What follows belongs to an exercise in optimizing a design on an open flow for small area and few clock cycles per item; a production flow would make more cautious choices.
Where RTL was checked, it was by simulation tests only, not by an equivalence proof against the original.
No functional check of the RTL was part of runs 2 and 7.
In runs 6 and 7 the design's own scripts or RTL, not TritonCTS, make the clock network.
The clock port is modelled as an ideal driver, which makes a skipped or thinned clock tree look cheaper than it is; a real chip needs a root buffer or a tree.
No activity file was given, so power comes from the tool's default toggle rates.

**flow/flow/run.sh**
```bash
#!/bin/bash
# Standard layout (the standard.sh, unchanged synthesis) with:
#  - the smallest buffer on every port,
#  - combinational cells brought back to their smallest size after floorplan
#    (placement and timing repair size up where needed),
#  - one tie cell for all constant outputs,
#  - a clock tree of clkbuf_8 without dummy loads,
#  - power recovery (downsizing off-critical cells) after global routing.
set -e
export BUFFER_PORTS_ARGS="-buffer_cell sky130_fd_sc_hd__buf_1"
export POST_FLOORPLAN_TCL="$PWD/flow/downsize.tcl"
export SKIP_REPAIR_TIE_FANOUT=1
export RECOVER_POWER=100
export CTS_ARGS="-sink_clustering_enable -repair_clock_nets -dont_use_dummy_load -buf_list sky130_fd_sc_hd__clkbuf_8"
bash standard.sh > standard.log 2>&1
```
**flow/flow/downsize.tcl**
```tcl
# Floorplan hook: map every combinational cell that synthesis sized up to the
# smallest cell of the same function; placement and timing repair size up again
# only where the design needs it.
set ds_dont_use [split $::env(DONT_USE_CELLS)]
array set ds_best {}
foreach lc [get_lib_cells */sky130_fd_sc_hd__*] {
  set n [get_name $lc]
  if {[lsearch -exact $ds_dont_use $n] >= 0} { continue }
  if {![regexp {^(sky130_fd_sc_hd__[a-z0-9]+)_([0-9]+)$} $n -> base d]} { continue }
  set a [get_property $lc area]
  if {![info exists ds_best($base)] || $a < [lindex $ds_best($base) 1]} {
    set ds_best($base) [list $n $a]
  }
}
set ds_count 0
set ds_saved 0.0
foreach inst [get_cells *] {
  set m [get_property $inst ref_name]
  if {![regexp {^(sky130_fd_sc_hd__[a-z0-9]+)_([0-9]+)$} $m -> base d]} { continue }
  if {[regexp {^sky130_fd_sc_hd__(s?e?df|dl|tap|conb|fill|decap|clk|diode)} $base]} { continue }
  if {![info exists ds_best($base)]} { continue }
  set target [lindex $ds_best($base) 0]
  if {$target eq $m} { continue }
  set old_area [get_property [get_lib_cells */$m] area]
  replace_cell $inst [lindex [get_lib_cells */$target] 0]
  incr ds_count
  set ds_saved [expr {$ds_saved + $old_area - [lindex $ds_best($base) 1]}]
}
puts "downsize: $ds_count cells replaced, [format %.1f $ds_saved] um2 saved"
```
**flow/standard.sh**
```bash
#!/bin/bash
# synth_recipe.tcl (not shown) runs the flow's synth.tcl, then flattens the netlist and writes it again
# the make line also repeats each setting of config.mk as NAME=value (left out here)
make -C /OpenROAD-flow-scripts/flow DESIGN_CONFIG=/design/flow/config.mk WORK_HOME=/design/flow/orfs CLKGATE_MAP_FILE= SYNTH_SCRIPT=/design/flow/synth_recipe.tcl "${@:-finish}"
```
**flow/config.mk**
```make
export PLATFORM = sky130hd
export DESIGN_NAME = pwlink_rx
export DESIGN_NICKNAME = pwlink_rx
export VERILOG_FILES = /design/flow/design.v
export SDC_FILE = /design/flow/constraint.sdc
export NUM_CORES = 4
export LEC_CHECK = 0
export CAP_MARGIN = 20
export CORE_MARGIN = 2
export CORE_UTILIZATION = 40
export SLEW_MARGIN = 20
```
**flow/constraint.sdc**
```tcl
create_clock -name core_clock -period 5.0 [get_ports {clk}]
set_input_delay 1.0000 -clock core_clock [delete_from_list [all_inputs] [get_ports {clk}]]
set_output_delay 1.0000 -clock core_clock [all_outputs]
set_load 0.01 [all_outputs]
```
**flow/design.v**
```verilog
module pwlink_rx (
    input  wire         clk,
    input  wire         rst,           
    input  wire         in_valid,
    input  wire [7:0]   in_data,
    output wire         in_ready,
    output wire         out_valid,
    output wire [3:0]   out_class,
    output wire [15:0]  out_seq,
    output wire [15:0]  out_crc,
    output wire [31:0]  out_code,
    output wire [127:0] out_addr
);
    localparam [2:0] S_IDLE = 3'd0,    
                     S_P1   = 3'd1,    
                     S_P2   = 3'd2,    
                     S_P3   = 3'd3,    
                     S_BODY = 3'd4,    
                     S_CR   = 3'd5,    
                     S_DONE = 3'd6;    
    localparam [3:0] P_0000 = 4'd0, P_UNR = 4'd12;
    reg [2:0]   state;
    reg [5:0]   blen;                  
    reg [139:0] sr;                    
    reg [15:0]  crc;                   
    reg [15:0]  seq;                   
    reg [3:0]   pc;
    assign in_ready  = 1'b1;
    assign out_valid = (state == S_DONE);
    wire [7:0] b = in_data;
    function is_word(input [7:0] x);
        is_word = (x >= 8'h30 && x <= 8'h39) || (x >= 8'h41 && x <= 8'h5A) ||
                  (x >= 8'h61 && x <= 8'h7A) || (x == 8'h5F);
    endfunction
    function [15:0] crc_step(input [15:0] c, input [6:0] x, input g);
        reg [7:0] t, u;
        begin
            t = {c[15], c[14:8] ^ x} & {8{g}};
            u = {t[7:4], t[3:0] ^ t[7:4]};
            crc_step = {c[7:0], 8'h00} ^ {u[3:0], 12'h000} ^ {3'b000, u, 5'b00000} ^ {8'h00, u};
        end
    endfunction
    function [2:0] idle_next(input [7:0] x);
        idle_next = (x == 8'h05) ? S_P1 : S_IDLE;
    endfunction
    wire bword = is_word(b);
    wire wstep = in_valid && (state == S_BODY) && bword;
    wire       enc_l   = b[6] & ~b[5] & ~b[4] & ~b[3] & ~(b[2] & b[1] & b[0]);
    wire [6:0] win_in  = enc_l ? {4'b0111, b[2] ^ (b[1] & b[0]), b[1] ^ b[0], ~b[0]} : b[6:0];
    wire [6:0] w3      = sr[27:21];    
    wire       dec_l   = ~w3[6] & w3[3] & (w3[2] | w3[1]);
    wire [6:0] win_out = dec_l ? {4'b1000, w3[2] ^ (~w3[1] & ~w3[0]), ~(w3[1] ^ w3[0]), ~w3[0]} : w3;
    always @(posedge clk) begin
        if (rst) begin
            state <= S_IDLE;
        end else if (in_valid) begin
            case (state)
                S_P1:   state <= (b == 8'h05) ? S_P2 : S_IDLE;
                S_P2:   state <= (b == 8'h03) ? S_P3 :
                                 (b == 8'h05) ? S_P2 : S_IDLE;
                S_P3:   state <= (b == 8'h03) ? S_BODY : idle_next(b);
                S_BODY: if (bword)
                            state <= S_BODY;
                        else if (b == 8'h0D && blen != 6'd0)
                            state <= S_CR;
                        else
                            state <= idle_next(b);
                S_CR:   state <= (b == 8'h0A) ? S_DONE : idle_next(b);
                default: state <= idle_next(b);
            endcase
        end else if (state == S_DONE) begin
            state <= S_IDLE;
        end
    end
    always @(posedge clk) begin
        if (in_valid && state == S_P3)
            blen <= 6'd0;
        else if (wstep && blen != 6'd63)
            blen <= blen + 6'd1;
    end
    always @(posedge clk) begin
        if (wstep) begin
            sr  <= {sr[132:28], win_out, sr[20:0], win_in};
            crc <= crc_step(crc, win_out, blen >= 6'd4);
        end
    end
    always @(posedge clk) begin
        if (wstep && blen[5:2] == 4'd1)
            seq <= {seq[11:0], b[6] | b[3], b[6] ? {b[2] ^ (b[1] & b[0]), b[1] ^ b[0], ~b[0]} : b[2:0]};
    end
    wire [6:0] c2 = sr[20:14], c1 = sr[13:7], c0 = sr[6:0];    
    wire       zz   = ~c2[6] & (c2[3:0] == 4'h0) & ~c1[6] & (c1[3:0] == 4'h0) & ~c0[6];
    wire       bd   = ~b[6];                                   
    wire       bhex = bd | (~b[4] & ~b[3] & ~(b[2] & b[1] & b[0]));
    wire       bE   = b[6] & ~b[5] & ~b[4] & (b[3:0] == 4'h5);
    reg [3:0] opc, cdc;
    always @* begin
        opc = P_UNR;
        if (zz && bd)
            case ({c0[3:0], b[3:0]})
                8'h00: opc = P_0000;
                8'h11: opc = 4'd6;
                8'h13: opc = 4'd7;
                8'h19: opc = 4'd8;
                8'h24: opc = 4'd9;
                8'h27: opc = 4'd10;
                8'h49: opc = 4'd11;
                default: ;
            endcase
        cdc = 4'd3;                    
        if (zz)
            case ({c0[3:0], b[3:0]})
                8'hC1: if (bd) cdc = 4'd1;
                8'hC2: if (bd) cdc = 4'd2;
                8'hD8: if (bd) cdc = 4'd4;
                8'hD5: if (bE) cdc = 4'd5;
                default: ;
            endcase
    end
    always @(posedge clk) begin
        if (wstep) begin
            if (blen == 6'd3)
                pc <= opc;
            else if (blen[5:2] == 4'd1 && !bhex)
                pc <= P_UNR;
            else if (blen == 6'd11 && pc == P_0000)
                pc <= cdc;
        end
    end
    wire crc_ok = (blen >= 6'd4) &&
                  ~sr[27] && (sr[24:21] == crc[15:12]) && ~sr[20] && (sr[17:14] == crc[11:8]) &&
                  ~sr[13] && (sr[10:7] == crc[7:4]) && ~sr[6] && (sr[3:0] == crc[3:0]);
    reg [3:0] cls;
    always @* begin
        if (!crc_ok)
            cls = 4'd0;
        else if (blen < 6'd12)
            cls = P_UNR;
        else case (pc)
            4'd1, 4'd2, 4'd3: cls = (blen == 6'd16) ? pc : P_UNR;
            4'd4, 4'd5:       cls = (blen == 6'd16) ? 4'd3 : (blen == 6'd32) ? pc : P_UNR;
            4'd6, 4'd7, 4'd8, 4'd9, 4'd10, 4'd11: cls = pc;
            default:          cls = P_UNR;
        endcase
    end
    assign out_class = cls;
    assign out_seq   = seq;
    assign out_crc   = crc;
    assign out_code  = {1'b0, sr[55:49], 1'b0, sr[48:42], 1'b0, sr[41:35], 1'b0, sr[34:28]};
    genvar g;
    generate
        for (g = 0; g < 16; g = g + 1) begin : g_addr
            assign out_addr[8*g+7:8*g] = {1'b0, sr[28+7*g+6:28+7*g]};
        end
    endgenerate
endmodule
```
==> run summary, run 1 <==
nets in the synthesized netlist 676; GRT Residual Overflow 0; Detailed Routing Iterations Pass 1 5; placed wire-length estimate 11,700 µm; Seq cells post-synth 185; switching share of power 0.193; sinks on the clock net 185; fraction of met3 tracks used by global routing 0.0389; Die Width 151 µm; share of cells above drive strength 1 0.0307; largest clock skew in the final design 0.0365 ns; via count of the first global-routing pass 4,335; Placer Congestion 0.822; synth top area cells edfxtp_1, buf_4, xnor2_1, dfxtp_1, xor2_1; clock network fraction of design power 0.299; net switching power 0.474 mW; wire length of the first global-routing pass 23,600 µm; Reg power frac 0.679; async set-reset flop share out of synthesis 0; reasons for failing layout checks max-capacitance violations, max-slew violations; core outline area 21,200 µm²; pre-CTS setup slack 0.962 ns; post-synthesis area per instance 13.2 µm²; Power Total 2.46 mW; Vias per Instance 4.88; total via count in the routed design 4,684; total count of hold-check failures in the final report 0; number of enable flip-flop cells after synthesis 176; CTS clk-pin slew, worst paths 0.10 ns; cts bufs inserted 17; maximum fanout along the worst path 17; LEAKAGE 2.68 nW; number of DRC markers in iteration 0 272; worst slew margin relative to its limit -0.0930; clock latency of the later-clocked register in the worst-skew pair 0.46 ns; Area growth syn-to-layout -0.576%; average wire length per cell after detail routing 16.9 µm; result of the run complete, but fails checks; number of warnings printed during yosys synthesis 1; number of cells after detailed placement 942; power density cells 285 nW/µm²; instance count of the mapped netlist 657; detailed-route DRC error count 0; die boundary height 151 µm; maximum count of clock buffers along a single path 2; largest net degree at the start of global routing 157; die footprint 22,900 µm²; setup slack after layout 1.17 ns; combinational share of power 0.022; clock tree root buffer cell clkbuf_8; nature of the critical path endpoint primary output; antenna violations before repair 0; Layout Nets 705; number of maximum-capacitance constraint violations 1; placed inst area 8420 µm²; most common library cell in the layout ignoring fill and taps buf_1; cts repair resizes 0; most congested layer reported by global routing met2; io pins 209; commonest non-fill, non-tap cells in the layout buf_1, edfxtp_1, xnor2_1; starting density of the core 0.411; fin crit period 3.83 ns; number of fill cells 2,004; predominant post-synthesis flop cell edfxtp_1; number of diodes 0; post-CTS setup buffer count 0; CTS tree yes; most numerous cell on the critical path nor4_1; number of distinct library cell variants in the gate-level netlist after synthesis 68; sequential area share after synthesis 0.629; final worst hold slack 0.421 ns; cell type with the highest aggregate area in the netlist edfxtp_1; met1 Resource Use GR 0.167; Syn Std Cell Area 8690 µm²; final count of negative-setup-slack endpoints 0; Peak Freq 261 MHz; Critical Path Max Stage Delay 0.63 ns; wire length after detailed routing 16,200 µm; transition time of the tightest slew-check pin 1.62 ns; maximum ir drop on the vdd rail 0.000130 V; Setup TNS Final 0 ns; Worst Path Arrival 2.83 ns; final count of pins violating max slew 7; Routed Antenna Nets 0; Final period util 0.767; Critical Path, Cell by Cell xor2_1 -> nor4_1 -> nand4_1 -> or4_1 -> nor4_1 -> buf_1; Layout Cells excl Fill 959; met2 routing resource usage after global routing 0.234; class of the most critical hold timing path register to register; Req. time, crit path 4.00 ns; unrepaired setup endpoints after global routing no; quantity of hold-fixing buffers added after cts 0; CP Launch Type register; post-route core utilization 0.409; area share of the leading cell type in the synthesized netlist 0.608; total number of H-tree levels 4; post-route cell area 8640 µm²; num rows 53; critical path class register to primary output; Worst path slowest cell edfxtp_1; internal power of the cells 1.99 mW; count of input and output buffers 187; total global routing track utilization 0.138
-- sequential cells by signal (all words and copies together), names as in the netlist --
register and cells:
sr 140, crc 16, seq 16, blen 6
pc 4, state 3
-- power groups by stage --
| stage | registers [mW] | logic [mW] | clock network [mW] |
|---|---|---|---|
| detailed placement | 1.70 | 0.0532 | 0 |
| floorplan | 1.70 | 0.0536 | 0 |
| CTS | 1.67 | 0.0533 | 0.771 |
| global placement | 1.70 | 0.0535 | 0 |
| global route | 1.67 | 0.0610 | 0.829 |
| finish | 1.67 | 0.0540 | 0.736 |
-- synthesized netlist by cell type (2+ instances only) --
library cell	count
and4b_1	2
buf_4	161
nor2b_1	5
and3_1	8
nor4_1	5
dfxtp_1	9
and2_1	5
o21ai_0	21
o21a_1	3
clkbuf_1	16
conb_1	2
or3_1	10
nor3_1	3
a31oi_1	2
o21bai_1	2
o2111ai_1	2
a211oi_1	2
o211ai_1	3
buf_6	2
inv_1	20
a41oi_1	4
or4_1	4
nand2b_1	10
xor2_1	16
o31ai_1	4
nand3b_1	4
ha_1	8
nand3_1	16
nand2_1	23
nand4_1	9
xnor2_1	26
a21oi_1	19
nor2_1	21
edfxtp_1	176
-- layer usage --
| layer | wire [µm] | share of wire | up-vias |
|---|---|---|---|
| met5 | 0 | 0 | - |
| met4 | 220 | 0.014 | 0 |
| met3 | 1320 | 0.082 | 17 |
| met2 | 7970 | 0.49 | 180 |
| met1 | 6690 | 0.41 | 2247 |
| li1 | - | - | 2240 |
-- critical path: cells and delay by family (launching register included) --
family        cells  cell delay, ns
flops             1            0.63
simple gates      4            1.29
xor+xnor          1            0.26
buf+inv           1            0.20
-- layout make-up --
| type | count | area, µm² | share of cell area |
|---|---|---|---|
| flip-flops and latches | 185 | 5470 | 0.632 |
| multi-input cells | 271 | 1780 | 0.206 |
| repair buffers | 190 | 737 | 0.0853 |
| well taps | 275 | 344 | 0.0398 |
| clock buffers | 17 | 234 | 0.0271 |
| inverters | 21 | 80.1 | 0.00926 |
-- cell families (layout without fill, tap and decap cells) --
kind of cell / count (synthesis) / in the layout / synth area share
AND/OR/NAND/NOR: 136 / 136 / 0.0901
other: 2 / 2 / 0.000864
XOR/XNOR: 43 / 43 / 0.0449
buffers and inverters: 201 / 228 / 0.158
multiplexers: 2 / 2 / 0.00245
adder cells (fa/ha/maj): 8 / 8 / 0.0115
flip-flops: 185 / 185 / 0.629
AO/OA/AOI/OAI: 80 / 80 / 0.0635
-- final timing paths --
kind | depth (start not counted) | slack [ns] | startpoint | to
setup / recovery | 6 | 1.17 | sr[0] | out_class[1]
hold / removal | 0 | 0.42 | sr[11] | sr[18]
setup reg to reg | 5 | 2.12 | state[2] | sr[34]
hold reg to reg | 0 | 0.42 | sr[11] | sr[18]
Testbench counts, summed over its fixed seeds: cycles 12,972, bytes 12,964.
==> inputs of run 2 (changes only) <==
--- a/flow/design.v
+++ b/flow/design.v
@@ -76,5 +76,5 @@
         if (in_valid && state == S_P3)
             blen <= 6'd0;
-        else if (wstep && blen != 6'd63)
+        else if (wstep && !(blen[5] && blen[0]))
             blen <= blen + 6'd1;
     end
==> flow/flow/run.sh (replaced) <==
#!/bin/bash
# Standard layout (the standard.sh, unchanged synthesis) with:
#  - the smallest buffer on every port,
#  - combinational cells brought back to their smallest size after floorplan
#    (placement and timing repair size up where needed),
#  - one tie cell for all constant outputs,
#  - a clock tree of clkbuf_8 without dummy loads.
set -e
export BUFFER_PORTS_ARGS="-buffer_cell sky130_fd_sc_hd__buf_1"
export POST_FLOORPLAN_TCL="$PWD/flow/downsize.tcl"
export SKIP_REPAIR_TIE_FANOUT=1
export CTS_ARGS="-sink_clustering_enable -repair_clock_nets -dont_use_dummy_load -buf_list sky130_fd_sc_hd__clkbuf_8"
bash standard.sh > standard.log 2>&1
==> run 2 against run 1 <==
Against the previous run: now clean on timing, DRC and antenna; largest power group unchanged; design area grew 0.64%; highest routed layer unchanged; non-clock buffer count is 1 lower; fmax grew 5.7%; via count increased by 0.94%; sequential power about the same; global-route usage up 0.25 points.
==> run summary, run 2 <==
core outline area 21,700 µm² (+2.5%); Vias per Instance 4.90 (+0.42%); clock latency of the later-clocked register in the worst-skew pair 0.47 ns (about the same); CTS clk-pin slew, worst paths 0.09 ns (about the same); die boundary height 152 µm (+0.52%); commonest non-fill, non-tap cells in the layout buf_1, edfxtp_1, xnor2_1; power density cells 283 nW/µm² (-0.71%); antenna violations before repair 0 (unchanged); largest clock skew in the final design 0.0451 ns (+0.00858 ns); nets in the synthesized netlist 678 (+0.30%); Layout Nets 705 (unchanged); post-route cell area 8700 µm² (+0.64%); Req. time, crit path 4.00 ns (about the same); post-synthesis area per instance 13.3 µm² (+0.76%); Placer Congestion 0.825 (+0.29%); cell type with the highest aggregate area in the netlist edfxtp_1; total via count in the routed design 4,728 (+0.94%); post-CTS setup buffer count 0 (unchanged); predominant post-synthesis flop cell edfxtp_1; LEAKAGE 2.76 nW (+3.0%); average wire length per cell after detail routing 16.8 µm (-0.52%); maximum ir drop on the vdd rail 0.000136 V (+4.7%); number of enable flip-flop cells after synthesis 176 (unchanged); Worst path slowest cell or4_1; Die Width 152 µm (+0.52%); Critical Path Max Stage Delay 0.55 ns (-0.08 ns); Final period util 0.725 (-0.0416); wire length of the first global-routing pass 25,300 µm (+7.0%); final count of negative-setup-slack endpoints 0 (unchanged); Syn Std Cell Area 8790 µm² (+1.1%); largest net degree at the start of global routing 158 (+0.64%); unrepaired setup endpoints after global routing no; most numerous cell on the critical path nor4_1; worst slew margin relative to its limit 0.437 (+0.530); Setup TNS Final 0 ns (unchanged); quantity of hold-fixing buffers added after cts 0 (unchanged); number of DRC markers in iteration 0 520 (+91%); total number of H-tree levels 4 (unchanged); CTS tree yes; wire length after detailed routing 16,200 µm (unchanged); register with the most flip-flops sr; most frequent cell after synthesis edfxtp_1; synth top area cells edfxtp_1, buf_4, xnor2_1, dfxtp_1, xor2_1; count of input and output buffers 187 (unchanged); number of diodes 0 (unchanged); class of the most critical hold timing path register to register; critical path class register to primary output; Crit path max-delay family simple AND/OR/NAND/NOR gates; number of distinct library cell variants in the gate-level netlist after synthesis 80 (+18%); cts repair resizes 0 (unchanged); fin crit period 3.63 ns (-0.208 ns); detailed-route DRC error count 0 (unchanged); total count of hold-check failures in the final report 0 (unchanged); CP Launch Type register; Critical Path, Cell by Cell xor2_1 -> nor4_1 -> nand4_1 -> or4_1 -> nor4_1 -> buf_1; top cell types by occurrence after synthesis edfxtp_1, buf_4, xnor2_1, nor2_1, nand2_1; registers with the most flip-flops sr (140), crc (16), seq (16); io pins 209 (unchanged); placed inst area 8460 µm² (+0.55%); Worst Path Arrival 2.63 ns (-0.20 ns); cts bufs inserted 17 (unchanged); most common library cell in the layout ignoring fill and taps buf_1; result of the run finished clean; instance count of the mapped netlist 659 (+0.30%); num rows 54 (+1.9%); Area growth syn-to-layout -0.997%; maximum count of clock buffers along a single path 2 (unchanged); transition time of the tightest slew-check pin 0.844 ns (-0.780 ns); GRT Residual Overflow 0 (unchanged); Seq cells post-synth 185 (unchanged); final count of pins violating max slew 0 (-7); number of maximum-capacitance constraint violations 0 (-1); starting density of the core 0.405 (-0.00585); sinks on the clock net 185 (unchanged); sequential area share after synthesis 0.622 (-0.00663); placed wire-length estimate 11,600 µm (-1.5%); nature of the critical path endpoint primary output; clock tree root buffer cell clkbuf_8; area share of the leading cell type in the synthesized netlist 0.602 (-0.00641); share of cells above drive strength 1 0.0292 (-0.00146); via count of the first global-routing pass 4,347 (+0.28%); async set-reset flop share out of synthesis 0 (unchanged); maximum fanout along the worst path 10 (-7); number of warnings printed during yosys synthesis 1 (unchanged); die footprint 23,200 µm² (+1.0%); total global routing track utilization 0.141 (+0.00246); Detailed Routing Iterations Pass 1 5 (unchanged); Routed Antenna Nets 0 (unchanged); sum of buffers and inverters on the critical path 1 (unchanged); Largest register FFs 140 (unchanged); Peak Freq 276 MHz (+5.7%)
## run 2: cell count changes in the layout (fill, tap and decap cells not counted), moves of 4 or more
cell,delta
or3_1,-9
nand2b_1,-7
nand3_1,-6
nor3_1,+6
a21oi_1,-4
and3_1,-4
nor2_1,+4
nor2b_1,+4
o21ai_0,-4
## run 2: path summary, 6_finish.rpt
check | depth (start not counted) | slack [ns] | from | to
setup / recovery | 6 | 1.37 | sr[0] | out_class[1]
hold / removal | 0 | 0.41 | sr[4] | sr[11]
setup reg to reg | 5 | 2.40 | state[2] | sr[100]
hold reg to reg | 0 | 0.41 | sr[4] | sr[11]
## run 2: cell type report
| cell class | count | area, µm² |
|---|---|---|
| Sequential cell | 185 | 5470 |
| Inverter | 21 | 78.8 |
| Clock buffer | 17 | 234 |
| Fill cell | 2073 | 13000 |
| Multi-Input combinational cell | 272 | 1840 |
| Timing Repair Buffer | 189 | 729 |
| Tap cell | 280 | 350 |
## run 2: worst reg2reg max path, cell delays in order, from the launching register on
cell	delay, ns
dfxtp_1	0.49
nor3b_1	0.32
and2_0	0.24
and2_0	0.24
and2_4	0.20
buf_12	0.55
## run 2: through the flow
stage | setup WS (ns) | utilization | power [mW] | cells | hold slack, ns
6_report | 1.37 | 0.401 | 2.46 | 964 | 0.412
5_1_grt | 1.13 | 0.401 | 2.56 | 964 | 0.416
4_1_cts | 1.30 | 0.401 | 2.49 | 964 | 0.416
3_5_place_dp | 1.40 | 0.390 | 1.76 | 947 | 0.407
3_3_place_gp | 1.47 | 0.390 | 1.76 | 947 | 0.403
2_1_floorplan | 0.107 | - | 1.76 | 659 | 0.400
## run 2: per-layer routing
| layer | part of all wire | GRT usage | up-vias | wire (µm) |
|---|---|---|---|---|
| met5 | 0 | 0 | - | 0 |
| met4 | 0.014 | 0.0441 | 0 | 229 |
| met3 | 0.073 | 0.0410 | 18 | 1190 |
| met2 | 0.47 | 0.213 | 201 | 7620 |
| met1 | 0.44 | 0.196 | 2271 | 7170 |
| li1 | - | - | 2238 | - |
## run 2: power breakdown
| part | total, mW | switching [mW] | leakage [nW] | internal [mW] |
|---|---|---|---|---|
| combinational | 0.0513 | 0.0363 | 0.969 | 0.0150 |
| sequential | 1.67 | 0.000236 | 1.67 | 1.67 |
| clock | 0.737 | 0.436 | 0.122 | 0.301 |
| total | 2.46 | 0.472 | 2.76 | 1.99 |
## run 2: kinds of logic (layout without fill, tap and decap cells)
family                   Yosys count  after routing  share of synthesized area
other                              2              2                   0.000855
adder cells (fa/ha/maj)            8              8                     0.0114
buffers and inverters            202            227                      0.159
multiplexers                       5              5                    0.00598
AO/OA/AOI/OAI                     75             75                     0.0601
flip-flops                       185            185                      0.622
XOR/XNOR                          44             44                     0.0480
AND/OR/NAND/NOR                  138            138                     0.0929
==> inputs of run 3 (changes only) <==
--- a/flow/design.v
+++ b/flow/design.v
@@ -76,5 +76,5 @@
         if (in_valid && state == S_P3)
             blen <= 6'd0;
-        else if (wstep && !(blen[5] && blen[0]))
+        else if (wstep && blen != 6'd63)
             blen <= blen + 6'd1;
     end
==> run 3 against run 2 <==
Against the previous run: still clean on timing, DRC and antenna; clock power is essentially flat; final cell count decreased by 0.52%; synthesized area decreased by 1.1%; hold slack better by 0.0087 ns; non-clock buffer count increased by 1; utilization up 0.79 points; sequential share of layout area increased by 0.34 points; design area is 0.53% lower; worst setup slack worse by 0.19 ns; flip-flop and latch count unchanged; die area down 1.0%; synthesized cell count down 0.30%; largest cell class unchanged.
==> run summary, run 3 <==
result of the run finished clean; startpoint of the lowest-slack hold path sr[11]; nets in the synthesized netlist 676 (-0.29%); worst slew margin relative to its limit 0.365 (-0.0719); synth top area cells edfxtp_1, buf_4, xnor2_1, dfxtp_1, xor2_1; Req. time, crit path 4.00 ns (about the same); instance count of the mapped netlist 657 (-0.30%); cell depth of the worst hold path 0 (unchanged); maximum count of clock buffers along a single path 2 (unchanged); transition time of the tightest slew-check pin 0.944 ns (+0.100 ns); final count of pins violating max slew 0 (unchanged); Worst path slowest cell edfxtp_1; total global routing track utilization 0.138 (-0.00246); Peak Freq 262 MHz (-5.0%); net switching power 0.473 mW (about the same); cts repair resizes 0 (unchanged); area share of the leading cell type in the synthesized netlist 0.608 (+0.00641); quantity of hold-fixing buffers added after cts 0 (unchanged); number of warnings printed during yosys synthesis 1 (unchanged); nature of the critical path endpoint primary output; number of diodes 0 (unchanged); number of maximum-capacitance constraint violations 0 (unchanged); CTS clk-pin slew, worst paths 0.10 ns (about the same); count of input and output buffers 187 (unchanged); Die Width 151 µm (-0.52%); async set-reset flop share out of synthesis 0 (unchanged); hold worst-path end sr[18]; Placer Congestion 0.822 (-0.29%); predominant post-synthesis flop cell edfxtp_1; wire length of the first global-routing pass 23,600 µm (-6.5%); Routed Antenna Nets 0 (unchanged); CTS tree yes; detailed-route DRC error count 0 (unchanged); Detailed Routing Iterations Pass 1 5 (unchanged); final worst hold slack 0.421 ns (+0.00874 ns); post-route core utilization 0.409 (+0.00794); post-CTS setup buffer count 0 (unchanged); Vias per Instance 4.87 (-0.69%); Seq cells post-synth 185 (unchanged); power density cells 284 nW/µm² (+0.57%); die footprint 22,900 µm² (-1.0%); die boundary height 151 µm (-0.52%); largest net degree at the start of global routing 157 (-0.63%); combinational share of power 0.022 (about the same); most frequent cell after synthesis edfxtp_1; io pins 209 (unchanged); internal power of the cells 1.99 mW (about the same); class of the most critical hold timing path register to register; Area growth syn-to-layout -0.475%; Critical Path, Cell by Cell xor2_1 -> nor4_1 -> nand4_1 -> or4_1 -> nor4_1 -> buf_1; critical path class register to primary output; core outline area 21,200 µm² (-2.5%); register with the most flip-flops sr; Syn Std Cell Area 8690 µm² (-1.1%); number of enable flip-flop cells after synthesis 176 (unchanged); number of distinct library cell variants in the gate-level netlist after synthesis 68 (-15%); registers with the most flip-flops sr (140), crc (16), seq (16); sequential area share after synthesis 0.629 (+0.00663); num rows 53 (-1.9%); CP Launch Type register; Worst Path Arrival 2.81 ns (+0.18 ns); Reg power frac 0.679 (about the same); Reg2Reg Setup Slack 2.11 ns (-0.29 ns); post-route cell area 8650 µm² (-0.53%); Largest register FFs 140 (unchanged); GRT Residual Overflow 0 (unchanged); wire length after detailed routing 16,200 µm (-0.22%); most numerous cell on the critical path nor4_1; maximum fanout along the worst path 17 (+7); fin crit period 3.81 ns (+0.190 ns); cts bufs inserted 17 (unchanged); total number of H-tree levels 4 (unchanged); antenna violations before repair 0 (unchanged); Layout Nets 705 (unchanged); Final period util 0.763 (+0.0379); average wire length per cell after detail routing 16.9 µm (+0.30%); switching share of power 0.192 (about the same); clock tree root buffer cell clkbuf_8; final count of negative-setup-slack endpoints 0 (unchanged); post-synthesis area per instance 13.2 µm² (-0.75%); largest clock skew in the final design 0.0368 ns (-0.00830 ns); total count of hold-check failures in the final report 0 (unchanged); maximum ir drop on the vdd rail 0.000130 V (-4.5%); number of DRC markers in iteration 0 277 (-47%); placed inst area 8420 µm² (-0.55%); starting density of the core 0.411 (+0.00585); Setup TNS Final 0 ns (unchanged); clock network fraction of design power 0.299 (about the same); reg-to-reg startpoint state[2]; most common library cell in the layout ignoring fill and taps buf_1; placed wire-length estimate 11,700 µm (+1.5%); cell type with the highest aggregate area in the netlist edfxtp_1; sinks on the clock net 185 (unchanged); Critical Path Max Stage Delay 0.63 ns (+0.08 ns); unrepaired setup endpoints after global routing no; LEAKAGE 2.68 nW (-2.9%); commonest non-fill, non-tap cells in the layout buf_1, edfxtp_1, xnor2_1; clock latency of the later-clocked register in the worst-skew pair 0.46 ns (about the same); via count of the first global-routing pass 4,335 (-0.28%); share of cells above drive strength 1 0.0322 (+0.00292); total via count in the routed design 4,671 (-1.2%); top cell types by occurrence after synthesis edfxtp_1, buf_4, xnor2_1, nand2_1; worst r2r path cells 5 (unchanged); Worst R2R End sr[34]
-- run 3: cell types whose count changed after synthesis, moves of 6 or more --
cell | before | now
nand3_1 | 10 | 16
nor3_1 | 9 | 3
clkbuf_1 | 8 | 16
or3_1 | 1 | 10
nand2b_1 | 3 | 10
buf_2 | 7 | 0
-- run 3: cells by family after synthesis --
kind of cell / after synthesis / share of synthesized area
buffers and inverters: 201 / 0.158
DFF: 185 / 0.629
and+or+nand+nor: 136 / 0.0901
AOI/OAI and AO/OA: 80 / 0.0635
xor gates and xnor gates: 43 / 0.0449
adders and majority gates: 8 / 0.0115
other: 2 / 0.000864
muxes: 2 / 0.00245
-- run 3: critical path, delay by kind of cell (launching register included) --
kind	cells	cell delay [ns]
and+or+nand+nor	4	1.28
xor gates and xnor gates	1	0.25
DFF	1	0.63
buffers and inverters	1	0.19
-- run 3: how the worst max path moves through the flow --
stage	slack, ns	to	startpoint	depth (start not counted)
after global placement	0.99	sr[138]	in_data[0]	7
after floorplan	0.005	seq[0]	in_data[0]	9
after global routing	0.96	out_class[1]	blen[0]	8
after CTS	1.14	out_class[1]	sr[0]	6
final	1.19	out_class[1]	sr[0]	6
after detailed placement	0.96	sr[135]	in_data[0]	8
-- run 3: stage by stage --
step           power [mW]  setup WS (ns)  std cells
3_5_place_dp         1.76          0.962        942
5_1_grt              2.56          0.957        959
2_1_floorplan        1.76        0.00490        657
6_report             2.46           1.19        959
3_3_place_gp         1.76          0.990        942
4_1_cts              2.49           1.14        959
-- run 3: final cells by class --
type                       instances  area [µm²]
clock buffer                      17         234
tap                              275         344
sequential                       185        5470
fill                            2001       12500
multi-input combinational        271        1790
inverter                          21        82.6
timing repair buffer             190         737
-- run 3: routing by layer --
metal  global-route usage  share of wire  vias up
met1                0.167           0.42     2228
met4               0.0523          0.017        0
met2                0.234           0.49      184
met5                    0              0        -
met3               0.0389          0.078       20
li1                     -              -     2239
-- run 3: power groups by stage --
| stage | logic, mW | clock network [mW] | registers (mW) |
|---|---|---|---|
| floorplan | 0.0536 | 0 | 1.70 |
| global placement | 0.0535 | 0 | 1.70 |
| detailed placement | 0.0532 | 0 | 1.70 |
| CTS | 0.0533 | 0.771 | 1.67 |
| global route | 0.0610 | 0.829 | 1.67 |
| finish | 0.0541 | 0.735 | 1.67 |
Testbench counts of run 3, summed over its fixed seeds: cycles 12,972, bytes 12,964.
==> inputs of run 4 (changes only) <==
--- a/flow/flow/downsize.tcl
+++ b/flow/flow/downsize.tcl
@@ -28,2 +28,10 @@
 }
 puts "downsize: $ds_count cells replaced, [format %.1f $ds_saved] um2 saved"
+
+# Then let ABC remap the combinational logic for area (registers are kept as
+# they are); timing repair in placement and CTS restores the slack it needs.
+set rs_dir [file join $::env(OBJECTS_DIR) restructure_work]
+file mkdir $rs_dir
+restructure -target area -liberty_file [lindex $::env(LIB_FILES) 0] \
+  -tielo_port [join $::env(TIELO_CELL_AND_PORT) /] -tiehi_port [join $::env(TIEHI_CELL_AND_PORT) /] \
+  -work_dir $rs_dir -abc_logfile [file join $rs_dir abc.log]
==> run 4 against run 3 <==
Against the previous run: routed wire length up 0.98%; flip-flop and latch count is the same; first-iteration DRC count rose by 33%; hold slack worse by 0.0039 ns; largest power group unchanged.
==> run summary, run 4 <==
io pins 209 (unchanged); predominant post-synthesis flop cell edfxtp_1; cts repair resizes 0 (unchanged); Area growth syn-to-layout -2.63%; placed wire-length estimate 11,900 µm (+1.4%); die footprint 22,900 µm² (unchanged); final count of pins violating max slew 0 (unchanged); via count of the first global-routing pass 4,368 (+0.76%); number of distinct library cell variants in the gate-level netlist after synthesis 68 (unchanged); Routed Antenna Nets 0 (unchanged); starting density of the core 0.411 (unchanged); commonest non-fill, non-tap cells in the layout buf_1, edfxtp_1, clkinv_1; detailed-route DRC error count 0 (unchanged); total global routing track utilization 0.139 (+0.000720); Reg2Reg Setup Slack 2.13 ns (+0.02 ns); instance count of the mapped netlist 657 (unchanged); CTS clk-pin slew, worst paths 0.08 ns (-0.02 ns); critical path class register to primary output; Vias per Instance 5.04 (+3.4%); clock tree root buffer cell clkbuf_8; GRT Residual Overflow 0 (unchanged); wire length after detailed routing 16,300 µm (+0.98%); CP Launch Type register; number of DRC markers in iteration 0 368 (+33%); unrepaired setup endpoints after global routing no; total via count in the routed design 4,937 (+5.7%); total number of H-tree levels 4 (unchanged); number of cells after detailed placement 963 (+2.2%); Detailed Routing Iterations Pass 1 6 (+1); largest clock skew in the final design 0.0355 ns (-0.00136 ns); number of fill cells 2,040 (+1.9%); average wire length per cell after detail routing 16.7 µm (-1.2%); Placer Congestion 0.852 (+3.6%); CTS tree yes; clock latency of the later-clocked register in the worst-skew pair 0.45 ns (about the same); number of enable flip-flop cells after synthesis 176 (unchanged); sequential area share after synthesis 0.629 (unchanged); fin crit period 3.89 ns (+0.0798 ns); Die Width 151 µm (unchanged); register with the most flip-flops sr; most frequent cell after synthesis edfxtp_1; nets in the synthesized netlist 676 (unchanged); power density cells 290 nW/µm² (+2.1%); post-synthesis area per instance 13.2 µm² (unchanged); Layout Nets 718 (+1.8%); synth top area cells edfxtp_1, buf_4, xnor2_1, dfxtp_1, xor2_1; count of input and output buffers 187 (unchanged); maximum ir drop on the vdd rail 0.000128 V (-1.3%); final count of negative-setup-slack endpoints 0 (unchanged); number of warnings printed during yosys synthesis 1 (unchanged); async set-reset flop share out of synthesis 0 (unchanged); post-CTS setup buffer count 0 (unchanged); Peak Freq 257 MHz (-2.0%); Setup TNS Final 0 ns (unchanged); Largest register FFs 140 (unchanged); Worst Path Arrival 2.89 ns (+0.08 ns); num rows 53 (unchanged); Syn Std Cell Area 8690 µm² (unchanged); core outline area 21,200 µm² (unchanged); maximum count of clock buffers along a single path 2 (unchanged); Seq cells post-synth 185 (unchanged); most common library cell in the layout ignoring fill and taps buf_1; LEAKAGE 2.58 nW (-3.8%); sinks on the clock net 185 (unchanged); wire length of the first global-routing pass 23,900 µm (+0.99%); antenna violations before repair 0 (unchanged); die boundary height 151 µm (unchanged); result of the run finished clean; registers with the most flip-flops sr (140), crc (16), seq (16); total count of hold-check failures in the final report 0 (unchanged); largest net degree at the start of global routing 55 (-65%); quantity of hold-fixing buffers added after cts 0 (unchanged); transition time of the tightest slew-check pin 0.821 ns (-0.123 ns); worst slew margin relative to its limit 0.445 (+0.0802); maximum fanout along the worst path 8 (-9); area share of the leading cell type in the synthesized netlist 0.608 (unchanged); class of the most critical hold timing path register to register; Final period util 0.779 (+0.0160); number of diodes 0 (unchanged); top cell types by occurrence after synthesis edfxtp_1, buf_4, xnor2_1, nand2_1; cell type with the highest aggregate area in the netlist edfxtp_1; cts bufs inserted 17 (unchanged); number of maximum-capacitance constraint violations 0 (unchanged); Req. time, crit path 4.00 ns (about the same); nature of the critical path endpoint primary output; Layout Cells excl Fill 980 (+2.2%); share of cells above drive strength 1 0.0340 (+0.00188)
-- run 4: changes by cell type in the layout (fill, tap and decap cells not counted), sizes merged, moves of 7 or more --
cell    before  now
nor2        22   38
clkinv       0   62
nand2       24   17
ha           8    0
and3         8    0
nor3         4   15
inv         20    1
xor2        16    3
o22ai        1   24
nand3       16    7
nand2b      10    2
xnor2       26    1
a21oi       20   10
conb         2   23
-- run 4: layer usage --
layer / up-vias / GRT usage / wire length, µm
met3: 20 / 0.0367 / 1260
li1: 2293 / - / -
met2: 250 / 0.225 / 7740
met4: 0 / 0.0411 / 214
met5: - / 0 / 0
met1: 2374 / 0.183 / 7120
-- run 4: cell families (layout without fill, tap and decap cells) --
group | Yosys count | in the layout | share of synthesized area
AO/OA/AOI/OAI | 80 | 114 | 0.0635
XOR/XNOR | 43 | 4 | 0.0449
adder cells (fa/ha/maj) | 8 | 0 | 0.0115
buffers and inverters | 201 | 272 | 0.158
flip-flops | 185 | 185 | 0.629
multiplexers | 2 | 0 | 0.00245
other | 2 | 23 | 0.000864
AND/OR/NAND/NOR | 136 | 107 | 0.0901
-- run 4: report_power, final --
group          internal (mW)  leakage [nW]  switching (mW)
sequential              1.67          1.66        0.000744
clock                  0.302         0.122           0.439
combinational        0.00957         0.791          0.0350
-- run 4: area by class of cell --
cell class | instances | area, µm² | area share
multi-input combinational | 248 | 1430 | 0.169
inverter | 63 | 241 | 0.0285
clock buffer | 17 | 234 | 0.0276
tap | 275 | 344 | 0.0407
timing repair buffer | 192 | 752 | 0.0888
sequential | 185 | 5470 | 0.646
-- run 4: through the flow --
step | util | total power, mW | instance area, µm² | worst slack (ns) | hold slack [ns]
2_1_floorplan | - | 1.76 | 8710 | 0.00490 | 0.400
3_3_place_gp | 0.389 | 1.75 | 8230 | 1.10 | 0.403
3_5_place_dp | 0.389 | 1.75 | 8230 | 1.02 | 0.405
4_1_cts | 0.400 | 2.50 | 8460 | 1.15 | 0.416
5_1_grt | 0.400 | 2.56 | 8460 | 0.902 | 0.426
6_report | 0.400 | 2.46 | 8460 | 1.11 | 0.417
-- run 4: worst max-delay path: stages (launching register included) --
cell      delay (ns)
dfxtp_1         0.37
nor3_1          0.28
clkinv_1        0.19
nor2_1          0.55
clkinv_1        0.34
nand4_1         0.25
nor2_1          0.09
o2111a_1        0.14
o211a_1         0.12
buf_1           0.13
-- run 4: path summary, 6_finish.rpt --
check	start	to	cells past startpoint
min reg2reg	sr[12]	sr[19]	0
min	sr[12]	sr[19]	0
max	blen[4]	out_class[1]	9
max reg2reg	sr[22]	crc[7]	8
==> inputs of run 5 (changes only) <==
--- a/flow/flow/run.sh
+++ b/flow/flow/run.sh
@@ -4,4 +4,5 @@
 #  - combinational cells brought back to their smallest size after floorplan
 #    (placement and timing repair size up where needed),
+#  - ABC area remapping of the logic (OpenROAD restructure) after floorplan,
 #  - one tie cell for all constant outputs,
 #  - a clock tree of clkbuf_8 without dummy loads.
==> flow/flow/abc.history (new file) <==
source /tmp/restructure_work/pwlink_rx0ord_abc_script.tcl
source /tmp/restructure_work/pwlink_rx1ord_abc_script.tcl
source /tmp/restructure_work/pwlink_rx2ord_abc_script.tcl
--- a/flow/flow/downsize.tcl
+++ b/flow/flow/downsize.tcl
@@ -36,2 +36,33 @@
   -tielo_port [join $::env(TIELO_CELL_AND_PORT) /] -tiehi_port [join $::env(TIEHI_CELL_AND_PORT) /] \
   -work_dir $rs_dir -abc_logfile [file join $rs_dir abc.log]
+
+# restructure gives every constant its own tie cell; drive all constant-0 and
+# all constant-1 loads from one tie cell each again
+proc merge_ties {} {
+  set block [ord::get_db_block]
+  foreach port {LO HI} {
+    set keep ""
+    foreach inst [$block getInsts] {
+      if {[[$inst getMaster] getName] ne "sky130_fd_sc_hd__conb_1"} { continue }
+      set it [$inst findITerm $port]
+      set net [$it getNet]
+      if {$net eq "NULL" || $net eq ""} { continue }
+      if {$keep eq ""} { set keep $net; continue }
+      foreach lit [$net getITerms] {
+        if {[$lit getInst] eq $inst} { continue }
+        $lit disconnect
+        $lit connect $keep
+      }
+      foreach bt [$net getBTerms] {
+        $bt disconnect
+        $bt connect $keep
+      }
+      set other [$inst findITerm [expr {$port eq "LO" ? "HI" : "LO"}]]
+      if {[$other getNet] eq "NULL" || [$other getNet] eq ""} {
+        odb::dbInst_destroy $inst
+        odb::dbNet_destroy $net
+      }
+    }
+  }
+}
+merge_ties
==> run 5 against run 4 <==
Against the previous run: final cell count is 2.2% lower; critical path depth stayed put; die area stayed put; critical endpoint unchanged.
==> run summary, run 5 <==
result of the run finished clean; worst slew margin relative to its limit 0.464 (+0.0180); io pins 209 (unchanged); Die Width 151 µm (unchanged); Crit path max-delay family simple AND/OR/NAND/NOR gates; Syn Std Cell Area 8690 µm² (unchanged); Routed Antenna Nets 0 (unchanged); largest net degree at the start of global routing 48 (-13%); commonest non-fill, non-tap cells in the layout buf_1, edfxtp_1, clkinv_1; maximum ir drop on the vdd rail 0.000120 V (-6.0%); Critical Path Max Stage Delay 0.55 ns (about the same); starting density of the core 0.411 (unchanged); Critical Path, Cell by Cell nor3_1 -> clkinv_1 -> nor2_1 -> clkinv_1 -> nand4_1 -> nor2_1 -> o2111a_1 -> o211a_1 -> buf_1; CTS clk-pin slew, worst paths 0.10 ns (+0.02 ns); final worst hold slack 0.415 ns (-0.00137 ns); number of DRC markers in iteration 0 363 (-1.4%); die footprint 22,900 µm² (unchanged); synth top area cells edfxtp_1, buf_4, xnor2_1, dfxtp_1, xor2_1; net switching power 0.481 mW (+1.3%); sum of buffers and inverters on the critical path 3 (unchanged); clock latency of the later-clocked register in the worst-skew pair 0.45 ns (about the same); Req. time, crit path 4.00 ns (about the same); sinks on the clock net 185 (unchanged); most frequent cell after synthesis edfxtp_1; placed inst area 8160 µm² (-0.90%); class of the most critical hold timing path register to register; quantity of hold-fixing buffers added after cts 0 (unchanged); final count of pins violating max slew 0 (unchanged); pre-CTS setup slack 1.13 ns (+0.110 ns); Placer Congestion 0.874 (+2.5%); nets in the synthesized netlist 676 (unchanged); power density cells 293 nW/µm² (+1.1%); antenna violations before repair 0 (unchanged); Worst Path Arrival 2.88 ns (about the same); Worst path slowest cell nor2_1; combinational share of power 0.018 (about the same); wire length after detailed routing 16,000 µm (-2.0%); number of diodes 0 (unchanged); post-route cell area 8390 µm² (-0.87%); total via count in the routed design 4,795 (-2.9%); final count of negative-setup-slack endpoints 0 (unchanged); count of input and output buffers 187 (unchanged); via count of the first global-routing pass 4,325 (-0.98%); total count of hold-check failures in the final report 0 (unchanged); cts repair resizes 0 (unchanged); Setup TNS Final 0 ns (unchanged); maximum fanout along the worst path 8 (unchanged); maximum count of clock buffers along a single path 2 (unchanged); post-synthesis area per instance 13.2 µm² (unchanged); number of warnings printed during yosys synthesis 1 (unchanged); Vias per Instance 5.01 (-0.65%); GRT Residual Overflow 0 (unchanged); num rows 53 (unchanged); area share of the leading cell type in the synthesized netlist 0.608 (unchanged); instance count of the mapped netlist 657 (unchanged); Final period util 0.777 (-0.00196); LEAKAGE 2.51 nW (-2.7%); core outline area 21,200 µm² (unchanged); Peak Freq 257 MHz (+0.25%); share of cells above drive strength 1 0.0337 (-0.000368); fin crit period 3.88 ns (-0.00979 ns); post-route core utilization 0.397 (-0.00349); wire length of the first global-routing pass 23,500 µm (-1.7%); top cell types by occurrence after synthesis edfxtp_1, buf_4, xnor2_1, nand2_1; Detailed Routing Iterations Pass 1 5 (-1); critical path class register to primary output; Largest register FFs 140 (unchanged); register with the most flip-flops sr; setup slack after layout 1.12 ns (+0.00979 ns); Reg power frac 0.679 (about the same); number of distinct library cell variants in the gate-level netlist after synthesis 68 (unchanged); placed wire-length estimate 11,700 µm (-1.8%); registers with the most flip-flops sr (140), crc (16), seq (16); internal power of the cells 1.98 mW (about the same); CTS tree yes; largest clock skew in the final design 0.0269 ns (-0.00860 ns); clock tree root buffer cell clkbuf_8; total global routing track utilization 0.137 (-0.00181); cell type with the highest aggregate area in the netlist edfxtp_1; nature of the critical path endpoint primary output; clock network fraction of design power 0.304 (+0.002); average wire length per cell after detail routing 16.7 µm (+0.25%); detailed-route DRC error count 0 (unchanged); Area growth syn-to-layout -3.48%; cts bufs inserted 17 (unchanged); die boundary height 151 µm (unchanged); post-CTS setup buffer count 0 (unchanged); Layout Nets 696 (-3.1%); most common library cell in the layout ignoring fill and taps buf_1; Seq cells post-synth 185 (unchanged); total number of H-tree levels 4 (unchanged); async set-reset flop share out of synthesis 0 (unchanged); transition time of the tightest slew-check pin 0.795 ns (-0.0267 ns); switching share of power 0.195 (+0.00200); number of enable flip-flop cells after synthesis 176 (unchanged); number of maximum-capacitance constraint violations 0 (unchanged); predominant post-synthesis flop cell edfxtp_1; sequential area share after synthesis 0.629 (unchanged); unrepaired setup endpoints after global routing no; CP Launch Type register
run 5: cell counts after synthesis:
No cell type changed its count.
run 5: final timing paths:
kind / to / slack (ns) / from / cells after the start
max: out_class[1] / 1.12 / blen[4] / 9
min: sr[25] / 0.42 / sr[18] / 0
max reg2reg: crc[7] / 2.15 / sr[22] / 8
min reg2reg: sr[25] / 0.42 / sr[18] / 0
run 5: cell type report:
class / count / area, µm²
Inverter: 63 / 241
Sequential cell: 185 / 5470
Multi-Input combinational cell: 227 / 1350
Timing Repair Buffer: 191 / 757
Clock buffer: 17 / 234
Fill cell: 2041 / 12800
Tap cell: 275 / 344
run 5: cells by family after synthesis:
kind of cell / after synthesis / share of synthesized area
buffers and inverters: 201 / 0.158
DFF: 185 / 0.629
and+or+nand+nor: 136 / 0.0901
AOI/OAI and AO/OA: 80 / 0.0635
xor gates and xnor gates: 43 / 0.0449
adders and majority gates: 8 / 0.0115
other: 2 / 0.000864
muxes: 2 / 0.00245
run 5: stage by stage:
stage,power (mW),std cells
floorplan,1.76,657
global placement,1.75,941
detailed placement,1.75,941
CTS,2.50,958
global route,2.56,958
finish,2.46,958
run 5: power groups by stage:
stage               sequential [mW]  combinational (mW)  clock (mW)
floorplan                      1.70              0.0536           0
global placement               1.71              0.0439           0
detailed placement             1.71              0.0427           0
CTS                            1.67              0.0428       0.782
global route                   1.67              0.0489       0.839
finish                         1.67              0.0439       0.748
run 5: layer usage:
metal,part of all wire,track usage,up-vias
li1,-,-,2270
met1,0.44,0.183,2291
met2,0.46,0.214,216
met3,0.085,0.0434,18
met4,0.013,0.0411,0
met5,0,0,-
==> inputs of run 6 (changes only) <==
--- a/flow/flow/run.sh
+++ b/flow/flow/run.sh
@@ -6,9 +6,13 @@
 #  - ABC area remapping of the logic (OpenROAD restructure) after floorplan,
 #  - one tie cell for all constant outputs,
-#  - a clock tree of clkbuf_8 without dummy loads.
+#  - a clock tree of its own (flow/mycts.tcl): one clkbuf_8 root driving twelve
+#    clkbuf_8 leaves, each leaf driving one balanced cluster of flip-flops.
 set -e
 export BUFFER_PORTS_ARGS="-buffer_cell sky130_fd_sc_hd__buf_1"
 export POST_FLOORPLAN_TCL="$PWD/flow/downsize.tcl"
 export SKIP_REPAIR_TIE_FANOUT=1
-export CTS_ARGS="-sink_clustering_enable -repair_clock_nets -dont_use_dummy_load -buf_list sky130_fd_sc_hd__clkbuf_8"
+export PRE_CTS_TCL="$PWD/flow/mycts.tcl"
+export MYCTS_LEAVES=12
+export MYCTS_LEAF_CELL=sky130_fd_sc_hd__clkbuf_8
+export MYCTS_ROOT_CELL=sky130_fd_sc_hd__clkbuf_8
 bash standard.sh > standard.log 2>&1
==> flow/flow/mycts.tcl (new file) <==
# Clock tree built here in place of TritonCTS: the clock port drives one root
# buffer, which drives one leaf buffer per cluster of flip-flops; clusters come
# from k-means on the flip-flops' clock pin positions. Every flip-flop sees the
# same two buffers, one root and one leaf, on its clock path.
proc mycts_build {} {
  set nleaf  [expr {[info exists ::env(MYCTS_LEAVES)] ? $::env(MYCTS_LEAVES) : 4}]
  set leafm  [expr {[info exists ::env(MYCTS_LEAF_CELL)] ? $::env(MYCTS_LEAF_CELL) : "sky130_fd_sc_hd__clkbuf_16"}]
  set rootm  [expr {[info exists ::env(MYCTS_ROOT_CELL)] ? $::env(MYCTS_ROOT_CELL) : "sky130_fd_sc_hd__clkbuf_8"}]
  set db [ord::get_db]
  set block [ord::get_db_block]
  set clk [$block findNet clk]
  set sinks {}
  foreach it [$clk getITerms] {
    set inst [$it getInst]
    set bb [$inst getBBox]
    lappend sinks [list $it [expr {([$bb xMin] + [$bb xMax]) / 2}] [expr {([$bb yMin] + [$bb yMax]) / 2}]]
  }
  set n [llength $sinks]
  set cap [expr {($n + $nleaf - 1) / $nleaf}]
  # k-means, seeded with points spread along x+y order
  set sorted [lsort -real -index 1 [lmap s $sinks {list [lindex $s 0] [expr {[lindex $s 1] + 0.0}] [lindex $s 2]}]]
  set cx {}; set cy {}
  for {set k 0} {$k < $nleaf} {incr k} {
    set s [lindex $sorted [expr {int(($k + 0.5) * $n / $nleaf)}]]
    lappend cx [expr {double([lindex $s 1])}]; lappend cy [expr {double([lindex $s 2])}]
  }
  for {set iter 0} {$iter < 30} {incr iter} {
    # nearest centre with room left, points taken in order of their distance
    set pairs {}
    set i 0
    foreach s $sinks {
      for {set k 0} {$k < $nleaf} {incr k} {
        set dx [expr {[lindex $s 1] - [lindex $cx $k]}]; set dy [expr {[lindex $s 2] - [lindex $cy $k]}]
        lappend pairs [list $i $k [expr {abs($dx) + abs($dy)}]]
      }
      incr i
    }
    set assign [lrepeat $n -1]
    set fill [lrepeat $nleaf 0]
    foreach pr [lsort -real -index 2 $pairs] {
      lassign $pr i k d
      if {[lindex $assign $i] >= 0 || [lindex $fill $k] >= $cap} { continue }
      lset assign $i $k
      lset fill $k [expr {[lindex $fill $k] + 1}]
    }
    set sx [lrepeat $nleaf 0.0]; set sy [lrepeat $nleaf 0.0]; set sc [lrepeat $nleaf 0]
    foreach s $sinks a $assign {
      lset sx $a [expr {[lindex $sx $a] + [lindex $s 1]}]
      lset sy $a [expr {[lindex $sy $a] + [lindex $s 2]}]
      lset sc $a [expr {[lindex $sc $a] + 1}]
    }
    for {set k 0} {$k < $nleaf} {incr k} {
      if {[lindex $sc $k] > 0} {
        lset cx $k [expr {[lindex $sx $k] / [lindex $sc $k]}]
        lset cy $k [expr {[lindex $sy $k] / [lindex $sc $k]}]
      }
    }
  }
  puts "mycts: $n sinks in $nleaf clusters of sizes $sc"
  # root buffer at the centroid of the leaves
  set rx 0.0; set ry 0.0
  for {set k 0} {$k < $nleaf} {incr k} { set rx [expr {$rx + [lindex $cx $k]}]; set ry [expr {$ry + [lindex $cy $k]}] }
  set rx [expr {int($rx / $nleaf)}]; set ry [expr {int($ry / $nleaf)}]
  set root [odb::dbInst_create $block [$db findMaster $rootm] clkbuf_root]
  $root setLocation $rx $ry
  $root setPlacementStatus PLACED
  set rnet [odb::dbNet_create $block clknet_root]
  $rnet setSigType CLOCK
  [$root findITerm A] connect $clk
  [$root findITerm X] connect $rnet
  set leaves {}
  for {set k 0} {$k < $nleaf} {incr k} {
    set lf [odb::dbInst_create $block [$db findMaster $leafm] clkbuf_leaf_$k]
    $lf setLocation [expr {int([lindex $cx $k])}] [expr {int([lindex $cy $k])}]
    $lf setPlacementStatus PLACED
    set lnet [odb::dbNet_create $block clknet_leaf_$k]
    $lnet setSigType CLOCK
    [$lf findITerm A] connect $rnet
    [$lf findITerm X] connect $lnet
    lappend leaves $lnet
  }
  foreach s $sinks a $assign {
    set it [lindex $s 0]
    $it disconnect
    $it connect [lindex $leaves $a]
  }
  $clk setSigType CLOCK
  set_propagated_clock [all_clocks]
}
rename clock_tree_synthesis tritoncts_clock_tree_synthesis
proc clock_tree_synthesis {args} { mycts_build }
==> run 6 against run 5 <==
Against the previous run: worst setup slack got worse by 0.015 ns; synthesized cell count unchanged; hold slack better by 0.018 ns; sequential share of layout area grew 0.43 points; clock power shrank 11%; total power is 3.5% lower; clock skew decreased by 0.013 ns; utilization shrank 0.26 points; fmax shrank 0.40%.
==> run summary, run 6 <==
Seq cells post-synth 185 (unchanged); setup slack after layout 1.10 ns (-0.0154 ns); detailed route wirelength on metal3 1320 µm (-2.2%); post-route core utilization 0.394 (-0.00260); Routed Antenna Nets 0 (unchanged); CTS clk-pin slew, worst paths 0.10 ns (about the same); Syn Std Cell Area 8690 µm² (unchanged); DRT met1 WL 7000 µm (-0.81%); Worst Path Arrival 2.90 ns (+0.02 ns); predominant post-synthesis flop cell edfxtp_1; startpoint of the lowest-slack hold path sr[11]; commonest non-fill, non-tap cells in the layout buf_1, edfxtp_1, clkinv_1; Final period util 0.780 (+0.00309); number of distinct library cell variants in the gate-level netlist after synthesis 68 (unchanged); worst slew margin relative to its limit 0.466 (+0.00263); share of cells above drive strength 1 0.0280 (-0.00569); Detailed Routing Iterations Pass 1 5 (unchanged); register with the most flip-flops sr; sum of buffers and inverters on the critical path 3 (unchanged); post-synthesis area per instance 13.2 µm² (unchanged); number of fill cells 2,043 (+0.098%); die footprint 22,900 µm² (unchanged); io pins 209 (unchanged); Worst Setup SP blen[3]; result of the run finished clean; LEAKAGE 2.48 nW (-1.1%); largest clock skew in the final design 0.0141 ns (-0.0127 ns); reg-to-reg startpoint sr[22]; starting density of the core 0.411 (unchanged); number of maximum-capacitance constraint violations 0 (unchanged); final count of pins violating max slew 0 (unchanged); most frequent cell after synthesis edfxtp_1; final count of negative-setup-slack endpoints 0 (unchanged); via count of the first global-routing pass 4,278 (-1.1%); count of input and output buffers 187 (unchanged); Worst path slowest cell nor2_1; cell type with the highest aggregate area in the netlist edfxtp_1; largest net degree at the start of global routing 48 (unchanged); area share of the leading cell type in the synthesized netlist 0.608 (unchanged); total global routing track utilization 0.128 (-0.00897); class of the most critical hold timing path register to register; post-CTS setup buffer count 0 (unchanged); number of diodes 0 (unchanged); number of enable flip-flop cells after synthesis 176 (unchanged); post-route cell area 8340 µm² (-0.66%); Setup TNS Final 0 ns (unchanged); quantity of hold-fixing buffers added after cts 0 (unchanged); Layout Nets 692 (-0.57%); nets in the synthesized netlist 676 (unchanged); async set-reset flop share out of synthesis 0 (unchanged); antenna violations before repair 0 (unchanged); Largest register FFs 140 (unchanged); average wire length per cell after detail routing 16.7 µm (+0.22%); maximum fanout along the worst path 8 (unchanged); Critical Path Max Stage Delay 0.55 ns (about the same); total count of hold-check failures in the final report 0 (unchanged); unrepaired setup endpoints after global routing no; number of DRC markers in iteration 0 281 (-23%); sequential area share after synthesis 0.629 (unchanged); top cell types by occurrence after synthesis edfxtp_1, buf_4, xnor2_1, nand2_1; wire length after detailed routing 16,000 µm (-0.20%); cts repair resizes 0 (unchanged); pre-CTS setup slack 1.13 ns (unchanged); Critical Path, Cell by Cell nor3_1 -> clkinv_1 -> nor2_1 -> clkinv_1 -> nand4_1 -> nor2_1 -> o2111a_1 -> o211a_1 -> buf_1; top layer reached by signal wires met4; die boundary height 151 µm (unchanged); wire length of the first global-routing pass 23,300 µm (-0.56%); synth top area cells edfxtp_1, buf_4, xnor2_1, dfxtp_1, xor2_1; Crit path max-delay family simple AND/OR/NAND/NOR gates; fin crit period 3.90 ns (+0.0154 ns); detailed-route DRC error count 0 (unchanged); core outline area 21,200 µm² (unchanged); num rows 53 (unchanged); placed wire-length estimate 11,700 µm (unchanged); routed wire length on met2 7290 µm (-1.3%); Peak Freq 256 MHz (-0.40%); instance count of the mapped netlist 657 (unchanged); total via count in the routed design 4,781 (-0.29%); placed inst area 8160 µm² (unchanged); most common library cell in the layout ignoring fill and taps buf_1; power density cells 285 nW/µm² (-2.8%); number of cells after detailed placement 941 (unchanged); nature of the critical path endpoint primary output; Area growth syn-to-layout -4.12%; critical path class register to primary output; Power Total 2.38 mW (-3.5%); final worst hold slack 0.433 ns (+0.0177 ns); number of warnings printed during yosys synthesis 1 (unchanged); CP Launch Type register; Placer Congestion 0.874 (unchanged); clock latency of the later-clocked register in the worst-skew pair 0.45 ns (about the same); maximum ir drop on the vdd rail 0.000119 V (-1.0%); Vias per Instance 5.01 (+0.13%); GRT Residual Overflow 0 (unchanged); transition time of the tightest slew-check pin 0.791 ns (-0.00389 ns); Die Width 151 µm (unchanged); Req. time, crit path 4.00 ns (about the same); Layout Cells excl Fill 954 (-0.42%); registers with the most flip-flops sr (140), crc (16), seq (16)
[run 6: cell types whose count changed in the layout (fill, tap and decap cells not counted)]
cell and delta:
clkbuf_8 -4
[run 6: layout make-up]
class / count / area, µm² / share of cell area
sequential: 185 / 5470 / 0.656
buffer: 13 / 179 / 0.0215
multi-input combinational: 227 / 1350 / 0.162
tap: 275 / 344 / 0.0413
timing repair buffer: 191 / 757 / 0.0908
inverter: 63 / 241 / 0.0290
[run 6: final timing paths]
check,cells after the start,to,slack (ns)
setup / recovery,9,out_class[1],1.10
hold / removal,0,sr[18],0.43
setup reg to reg,8,crc[7],2.17
hold reg to reg,0,sr[18],0.43
[run 6: cell families after synthesis]
logic type / after synthesis / synth area share
buffers and inverters: 201 / 0.158
flip-flops: 185 / 0.629
AND/OR/NAND/NOR: 136 / 0.0901
AO/OA/AOI/OAI: 80 / 0.0635
XOR/XNOR: 43 / 0.0449
adder cells (fa/ha/maj): 8 / 0.0115
other: 2 / 0.000864
multiplexers: 2 / 0.00245
[run 6: layer usage]
metal	vias up	track usage
met2	205	0.209
met1	2280	0.181
li1	2272	-
met5	-	0
met4	0	0.0271
met3	24	0.0211
[run 6: report_power, final]
part           leakage (nW)  internal (mW)  switching, mW
Sequential             1.66           1.67       0.000760
Combinational         0.720        0.00957         0.0344
Clock                0.0935          0.233          0.430
[run 6: worst register-to-register path: stages, from the launching register on]
cell and delay [ns]:
edfxtp_1 0.48, o21ai_0 0.46, clkinv_1 0.32, o22ai_1 0.39
clkinv_1 0.17, o22ai_1 0.17, xor2_1 0.20, nor2_1 0.12
a22o_1 0.29
==> inputs of run 7 (changes only) <==
--- a/flow/design.v
+++ b/flow/design.v
@@ -27,5 +27,5 @@
     reg [3:0]   pc;
     assign in_ready  = 1'b1;
-    assign out_valid = (state == S_DONE);
+    assign out_valid = state[2] & state[1];    
     wire [7:0] b = in_data;
     function is_word(input [7:0] x);
@@ -74,5 +74,5 @@
     end
     always @(posedge clk) begin
-        if (in_valid && state == S_P3)
+        if (!state[2])                 
             blen <= 6'd0;
         else if (wstep && blen != 6'd63)
@@ -124,5 +124,5 @@
             else if (blen[5:2] == 4'd1 && !bhex)
                 pc <= P_UNR;
-            else if (blen == 6'd11 && pc == P_0000)
+            else if (blen == 6'd11 && !pc[3] && !pc[2])    
                 pc <= cdc;
         end
@@ -137,10 +137,12 @@
         else if (blen < 6'd12)
             cls = P_UNR;
-        else case (pc)
-            4'd1, 4'd2, 4'd3: cls = (blen == 6'd16) ? pc : P_UNR;
-            4'd4, 4'd5:       cls = (blen == 6'd16) ? 4'd3 : (blen == 6'd32) ? pc : P_UNR;
-            4'd6, 4'd7, 4'd8, 4'd9, 4'd10, 4'd11: cls = pc;
-            default:          cls = P_UNR;
-        endcase
+        else if (pc[3] || (pc[2] && pc[1]))            
+            cls = pc;
+        else if (blen == 6'd16)                        
+            cls = pc[2] ? 4'd3 : pc;
+        else if (blen == 6'd32 && pc[2])               
+            cls = pc;
+        else
+            cls = P_UNR;
     end
     assign out_class = cls;
==> run 7 against run 6 <==
Against the previous run: still clean; register-to-register slack worse by 0.03 ns; clock power is 2% higher; hold slack worse by 0.0067 ns; fmax is 1.5% higher; die area is 1.3% lower; final cell count is 2.6% lower; critical path type unchanged; highest routed layer unchanged.
==> run summary, run 7 <==
sum of buffers and inverters on the critical path 3 (unchanged); nets in the synthesized netlist 657 (-2.8%); largest clock skew in the final design 0.0310 ns (+0.0169 ns); number of distinct library cell variants in the gate-level netlist after synthesis 67 (-1.5%); Worst path slowest cell nor2_1; async set-reset flop share out of synthesis 0 (unchanged); Crit path max-delay family simple AND/OR/NAND/NOR gates; wire length after detailed routing 15,200 µm (-4.9%); net switching power 0.471 mW (+1.3%); maximum ir drop on the vdd rail 0.000147 V (+24%); share of cells above drive strength 1 0.0291 (+0.00107); largest net degree at the start of global routing 61 (+27%); result of the run finished clean; antenna violations before repair 0 (unchanged); Placer Congestion 0.910 (+4.1%); Vias per Instance 4.94 (-1.4%); Critical Path Max Stage Delay 0.56 ns (about the same); area share of the leading cell type in the synthesized netlist 0.616 (+0.00798); cell depth of the worst hold path 0 (unchanged); unrepaired setup endpoints after global routing no; Syn Std Cell Area 8580 µm² (-1.3%); top cell types by occurrence after synthesis edfxtp_1, buf_4, nor2_1, xnor2_1, nand2_1; Largest register FFs 140 (unchanged); transition time of the tightest slew-check pin 0.709 ns (-0.0817 ns); setup slack after layout 1.16 ns (+0.0562 ns); Reg power frac 0.701 (-0.002); critical path class register to primary output; post-CTS setup buffer count 0 (unchanged); worst r2r path cells 9 (+1); Seq cells post-synth 185 (unchanged); io pins 209 (unchanged); most frequent cell after synthesis edfxtp_1; Worst Path Arrival 2.84 ns (-0.06 ns); Power Total 2.38 mW (+0.19%); number of maximum-capacitance constraint violations 0 (unchanged); number of diodes 0 (unchanged); Setup TNS Final 0 ns (unchanged); Routed Antenna Nets 0 (unchanged); register with the most flip-flops sr; combinational share of power 0.017 (about the same); final count of negative-setup-slack endpoints 0 (unchanged); number of warnings printed during yosys synthesis 1 (unchanged); predominant post-synthesis flop cell edfxtp_1; count of input and output buffers 187 (unchanged); CTS clk-pin slew, worst paths 0.09 ns (about the same); class of the most critical hold timing path register to register; Area growth syn-to-layout -3.83%; internal power of the cells 1.91 mW (about the same); total count of hold-check failures in the final report 0 (unchanged); clock latency of the later-clocked register in the worst-skew pair 0.47 ns (+0.02 ns); average wire length per cell after detail routing 16.4 µm (-2.3%); Peak Freq 260 MHz (+1.5%); die boundary height 150 µm (-0.63%); final count of pins violating max slew 0 (unchanged); total via count in the routed design 4,589 (-4.0%); registers with the most flip-flops sr (140), crc (16), seq (16); pre-CTS setup slack 1.00 ns (-0.127 ns); post-synthesis area per instance 13.4 µm² (+1.6%); cts repair resizes 0 (unchanged); commonest non-fill, non-tap cells in the layout buf_1, edfxtp_1, clkinv_1; CP Launch Type register; final worst hold slack 0.426 ns (-0.00667 ns); post-route cell area 8250 µm² (-1.0%); starting density of the core 0.408 (-0.00276); detailed-route DRC error count 0 (unchanged); wire length of the first global-routing pass 22,000 µm (-6.0%); number of cells on the critical path 9 (unchanged); quantity of hold-fixing buffers added after cts 0 (unchanged); total global routing track utilization 0.121 (-0.00696); clock network fraction of design power 0.283 (+0.004); number of enable flip-flop cells after synthesis 176 (unchanged)
run 7: final cells by class:
cell class              instances  area [µm²]  area share
flip-flops and latches        185        5470       0.662
plain buffers                  13         179      0.0217
multi-input cells             210        1280       0.155
inverters                      55         211      0.0256
repair buffers                191         769      0.0933
well taps                     275         344      0.0417
run 7: per-stage QoR:
stage	utilization	instances
finish	0.393	929
global route	0.393	929
CTS	0.393	929
detailed placement	0.384	916
global placement	0.384	916
floorplan	-	638
run 7: path summary, 6_finish.rpt:
check / endpoint / slack, ns
worst max-delay path: out_class[1] / 1.16
worst min-delay path: sr[18] / 0.43
worst max register to register: blen[3] / 2.14
worst min register to register: sr[18] / 0.43
run 7: routing by layer:
| layer | share of wire | global-route usage |
|---|---|---|
| met1 | 0.43 | 0.178 |
| met2 | 0.46 | 0.192 |
| met3 | 0.094 | 0.0203 |
| met4 | 0.016 | 0.0198 |
| met5 | 0 | 0 |
run 7: kinds of logic after synthesis:
kind of cell               Yosys count  synth area share
xor gates and xnor gates            41            0.0435
DFF                                185             0.637
buffers and inverters              195             0.157
muxes                                2           0.00248
adders and majority gates            8            0.0117
and+or+nand+nor                    132            0.0876
other                                2          0.000875
AOI/OAI and AO/OA                   73            0.0595
run 7: power groups by stage:
stage	Combinational [mW]	Clock, mW	Sequential (mW)
floorplan	0.0514	0	1.70
global placement	0.0398	0	1.70
detailed placement	0.0392	0	1.70
CTS	0.0392	0.719	1.67
global route	0.0443	0.755	1.67
finish	0.0399	0.673	1.67

Re-timed with assumed drivers on the ports (clkbuf_16 on the clock, buf_2 on other inputs), run 7 has 1.119 ns of setup slack against 1.156 ns with ideal ports, and 0.969 ns once port delays also move by the mid clock arrival of 0.489 ns.
